Background: an optimization exercise with open tools, aiming at small area. Do not read the settings as production practice.
Only simulation tests tie the RTL to the original design; equivalence was not proved. The flow treats the clock pin as an ideal source, which a real chip does not have.

job 1762:
==> flow/design.v (excerpt) <==
module fsync (
    input  wire        clk,
    input  wire        rst,            
    input  wire        in_valid,
    input  wire [7:0]  in_data,
    output wire        in_ready,
    input  wire        fsm_reset,      
    input  wire        stat_clr,       
    output wire        ev_valid,
    input  wire        ev_ready,
    output wire [1:0]  ev_type,        
    output wire [1:0]  ev_version,
    output wire [7:0]  ev_direction,
    output wire [15:0] ev_code,
    output wire [15:0] ev_size,
    output wire [7:0]  ev_data,
    output wire        err_resource
);
For scale: about 2400 cells after synthesis, roughly 0.044 mm2 of cells after synthesis.
==> module fsync, before the edit <==
module fsync (
    input  wire        clk,
    input  wire        rst,            
    input  wire        in_valid,
    input  wire [7:0]  in_data,
    output wire        in_ready,
    input  wire        fsm_reset,      
    input  wire        stat_clr,       
    output wire        ev_valid,
    input  wire        ev_ready,
    output wire [1:0]  ev_type,        
    output wire [1:0]  ev_version,
    output wire [7:0]  ev_direction,
    output wire [15:0] ev_code,
    output wire [15:0] ev_size,
    output wire [7:0]  ev_data,
    output wire        err_resource
);
  localparam integer RLB = 8;              
  localparam integer RL  = 1 << RLB;       
  localparam integer NR  = 256 / RL;       
  localparam [3:0] S_IDLE       = 4'd0,
                   S_SAW_DOLLAR = 4'd1,
                   S_DIRECTION  = 4'd2,
                   S_V1_LENGTH  = 4'd3,
                   S_V1_CODE    = 4'd4,
                   S_PAYLOAD    = 4'd5,
                   S_CKS        = 4'd6,
                   S_V2_FLAG    = 4'd7,
                   S_V2_CODE_LO = 4'd8,
                   S_V2_CODE_HI = 4'd9,
                   S_V2_LEN_LO  = 4'd10,
                   S_V2_LEN_HI  = 4'd11;
  localparam [1:0] O_IDLE = 2'd0,
                   O_HDR  = 2'd1,
                   O_PAY  = 2'd2,
                   O_REJ  = 2'd3;
  reg [3:0]     fstate;
  reg [1:0]     ostate;
  reg           v2;           
  reg           dir21;        
  reg           dir3e;        
  reg [15:0]    code;
  reg [8:0]     size;         
  reg [8:0]     cnt;          
  reg [7:0]     acc;          
  reg [RLB-1:0] phase;        
  reg           dfull;        
  reg           err_res;
  wire       accept = in_valid && in_ready && !fsm_reset;
  wire [7:0] b      = in_data;
  wire [7:0] acc_x    = acc ^ b;      
  wire [7:0] acc_crc;
  fsync_crc8_rom u_crc (.addr(acc_x), .data(acc_crc));
  wire [7:0] acc_next = v2 ? acc_crc : acc_x;
  wire       is_dir   = (b == 8'h3C) || (b == 8'h3E) || (b == 8'h21);
  wire [8:0] cnt_inc   = cnt + 1'b1;
  wire       cnt_end   = &cnt;
  wire       slot_here = (phase == cnt[RLB-1:0]);
  wire       size_lo0  = (size[7:0] == 8'h00);
  wire [8:0] cnt_start = {~((fstate == S_V2_LEN_HI) ? b[0] : size[8]), ~size[7:0]};
  wire [7:0] ring_out [0:NR-1];
  wire       wr_pay   = accept && (fstate == S_PAYLOAD);
  genvar r;
  generate
    for (r = 0; r < NR; r = r + 1) begin : g_ring
      reg  [8*RL-1:0] slot;    
      wire            we = wr_pay && ((cnt[7:0] >> RLB) == r);
      always @(posedge clk)
        slot <= {slot[8*RL-9:0], we ? b : slot[8*RL-1:8*RL-8]};
      assign ring_out[r] = slot[8*RL-1:8*RL-8];
    end
  endgenerate
  always @(posedge clk) begin
    if (rst) phase <= {RLB{1'b0}};
    else     phase <= phase + 1'b1;
  end
  wire check   = accept && (fstate == S_CKS);
  wire match   = (acc_x == 8'h00);    
  wire good    = check && match;
  wire bad     = check && !match;
  wire ev_fire = ev_valid && ev_ready;
  wire rd_more = !cnt_end;
  wire load    = (ostate == O_HDR || ostate == O_PAY) && rd_more && slot_here &&
                 (!dfull || (ostate == O_PAY && ev_fire));
  always @(posedge clk) begin
    if (rst) begin
      fstate  <= S_IDLE;
      ostate  <= O_IDLE;
      dfull   <= 1'b0;
      err_res <= 1'b0;
    end else begin
      case (ostate)
        O_IDLE:
          if (good) begin
            ostate <= O_HDR;
            cnt    <= cnt_start;
          end else if (bad)
            ostate <= O_REJ;
        O_HDR:
          if (ev_fire) ostate <= rd_more ? O_PAY : O_IDLE;
        O_PAY:
          if (ev_fire && !rd_more) ostate <= O_IDLE;
        O_REJ:
          if (ev_fire) ostate <= O_IDLE;
      endcase
      if (load) begin
        acc   <= ring_out[cnt[7:0] >> RLB];
        cnt   <= cnt_inc;
        dfull <= 1'b1;
      end else if (ostate == O_PAY && ev_fire)
        dfull <= 1'b0;
      if (stat_clr)
        err_res <= 1'b0;
      if (fsm_reset) begin
        fstate <= S_IDLE;
      end else if (accept) begin
        acc <= acc_next;
        case (fstate)
          S_IDLE:
            if (b == 8'h24) fstate <= S_SAW_DOLLAR;
          S_SAW_DOLLAR:
            if (b == 8'h4D) begin
              v2     <= 1'b0;
              fstate <= S_DIRECTION;
            end else if (b == 8'h58) begin
              v2     <= 1'b1;
              fstate <= S_DIRECTION;
            end else
              fstate <= S_IDLE;
          S_DIRECTION:
            if (is_dir) begin
              acc    <= 8'h00;
              dir21  <= (b == 8'h21);
              dir3e  <= (b == 8'h3E);
              fstate <= v2 ? S_V2_FLAG : S_V1_LENGTH;
            end else
              fstate <= S_IDLE;
          S_V1_LENGTH: begin
            size   <= {1'b0, b};
            fstate <= S_V1_CODE;
          end
          S_V1_CODE: begin
            code   <= {8'h00, b};
            cnt    <= cnt_start;
            fstate <= size_lo0 ? S_CKS : S_PAYLOAD;
          end
          S_PAYLOAD: begin
            cnt <= cnt_inc;
            if (&cnt_inc) fstate <= S_CKS;
          end
          S_CKS:
            fstate <= S_IDLE;
          S_V2_FLAG:
            fstate <= S_V2_CODE_LO;
          S_V2_CODE_LO: begin
            code[7:0] <= b;
            fstate    <= S_V2_CODE_HI;
          end
          S_V2_CODE_HI: begin
            code[15:8] <= b;
            fstate     <= S_V2_LEN_LO;
          end
          S_V2_LEN_LO: begin
            size   <= {1'b0, b};
            fstate <= S_V2_LEN_HI;
          end
          S_V2_LEN_HI: begin
            cnt <= cnt_start;
            if (b == 8'h00)
              fstate <= size_lo0 ? S_CKS : S_PAYLOAD;
            else if (b == 8'h01 && size_lo0) begin
              size[8] <= 1'b1;
              fstate  <= S_PAYLOAD;
            end else begin
              err_res <= 1'b1;
              fstate  <= S_IDLE;
            end
          end
          default:
            fstate <= S_IDLE;
        endcase
      end
    end
  end
  assign in_ready     = (ostate == O_IDLE) && (fstate != S_PAYLOAD || slot_here);
  assign ev_valid     = (ostate == O_HDR) || (ostate == O_REJ) || (ostate == O_PAY && dfull);
  assign ev_type      = {ostate == O_REJ, ostate == O_PAY};
  assign ev_version   = {v2, !v2};
  assign ev_direction = {2'b00, 1'b1, {3{!dir21}}, dir3e, dir21};
  assign ev_code      = code;
  assign ev_size      = {7'd0, size};
  assign ev_data      = acc;
  assign err_resource = err_res;
endmodule
==> flow/config.mk <==
export PLATFORM = sky130hd
export DESIGN_NAME = fsync
export DESIGN_NICKNAME = fsync
export VERILOG_FILES = /design/flow/design.v
export SDC_FILE = /design/flow/constraint.sdc
export NUM_CORES = 4
export LEC_CHECK = 0
export CAP_MARGIN = 20
export CORE_MARGIN = 2
export CORE_UTILIZATION = 40
export SLEW_MARGIN = 20
==> flow/constraint.sdc <==
create_clock -name core_clock -period 10.0 [get_ports {clk}]
set_input_delay 2.0000 -clock core_clock [delete_from_list [all_inputs] [get_ports {clk}]]
set_output_delay 2.0000 -clock core_clock [all_outputs]
set_load 0.01 [all_outputs]
standard.sh (not shown) runs the stock make flow with config.mk's settings and CLKGATE_MAP_FILE= SYNTH_SCRIPT=/design/flow/synth_recipe.tcl, a recipe that flattens the netlist after the stock synthesis.
==> flow/flow/run.sh <==
#!/bin/bash
set -euo pipefail
cd "$(dirname "$0")/.."
export CTS_ARGS="-sink_clustering_enable -repair_clock_nets -sink_clustering_size 32 -sink_clustering_max_diameter 100 -buf_list sky130_fd_sc_hd__clkbuf_16 -dont_use_dummy_load"
export BUFFER_PORTS_ARGS="-buffer_cell sky130_fd_sc_hd__buf_1"
R=orfs/results/${FLOW_PLATFORM:-sky130hd}/fsync/base
bash standard.sh synth > standard_synth.log 2>&1
cp "$R/1_2_yosys.v" standard_1_2_yosys.v
YOSYS=$(command -v yosys || echo "$FLOW_HOME/../tools/install/yosys/bin/yosys")
REMAP_LIB="$FLOW_HOME/platforms/${FLOW_PLATFORM:-sky130hd}/lib/sky130_fd_sc_hd__tt_025C_1v80.lib" \
REMAP_IN=standard_1_2_yosys.v REMAP_OUT=remapped.v REMAP_TOP="${FLOW_TOP:-fsync}" \
  "$YOSYS" -c flow/remap.tcl > yosys_remap.log 2>&1
cp remapped.v "$R/1_2_yosys.v"
touch "$R/1_2_yosys.v"
bash standard.sh finish > standard_finish.log 2>&1
Other scripts of this flow, unchanged in this note and not shown: flow/flow/remap.tcl
> inputs changed (job 1762 -> job 3740)
--- a/flow/design.v
+++ b/flow/design.v
@@ -60,7 +60,8 @@
   reg           err_res;
   wire       accept = in_valid && in_ready && !fsm_reset;
   wire [7:0] b      = in_data;
-  wire [7:0] acc_x    = acc ^ b;      
+  wire       first    = (fstate == S_V1_LENGTH) || (fstate == S_V2_FLAG);
+  wire [7:0] acc_x    = (first ? 8'h00 : acc) ^ b;
   wire [7:0] acc_crc;
   fsync_crc8_rom u_crc (.addr(acc_x), .data(acc_crc));
   wire [7:0] acc_next = v2 ? acc_crc : acc_x;
@@ -141,7 +142,6 @@
               fstate <= S_IDLE;
           S_DIRECTION:
             if (is_dir) begin
-              acc    <= 8'h00;
               dir21  <= (b == 8'h21);
               dir3e  <= (b == 8'h3E);
               fstate <= v2 ? S_V2_FLAG : S_V1_LENGTH;
Findings:
- Job 3740 | status: complete | timing, DRC, antenna: pass
- Diff job 1762 -> job 3740: clock-buffer cell count saw an increase; post-placement cell area saw an increase; weighted congestion reported at the end of routability-driven placement saw an increase; detailed placement HPWL saw an increase.
- Diff job 3740..job 1762 | die width | negligible
- Routed wire length: job 3740 worse than job 1762
- Row number of standard-cell rows in the floorplan: job 3740 higher / job 1762 lower

## afterwards: timing with drivers on the ports
The results above use ideal ports. As a check the final layouts listed here were re-extracted and re-timed, cells and wires unchanged.
Step 1 sets driving cells, clkbuf_16 on the clock port and buf_2 on the other inputs (assumed; they add their load-dependent delay and slew).
Step 2 moves the port delays by t, midway between the first and last clock arrival at a register: inputs arrive t later, outputs are due t later. That takes back most of the time a late clock gives input paths.
Slacks: no drivers / after step 1 / after step 2; pairs: no drivers / after step 1.
run | t (ns) | setup WS [ns] | pins driven straight from the clock port
job 1762 | 0.691 | 4.400 / 4.400 / 4.163 | 1
job 3740 | 0.690 | 4.735 / 4.781 / 4.091 | 1
After both steps setup and hold are still met in every run listed. The setup slack of job 3740, which loses most, moves by +0.046 ns with the drivers and by -0.644 ns with both steps.
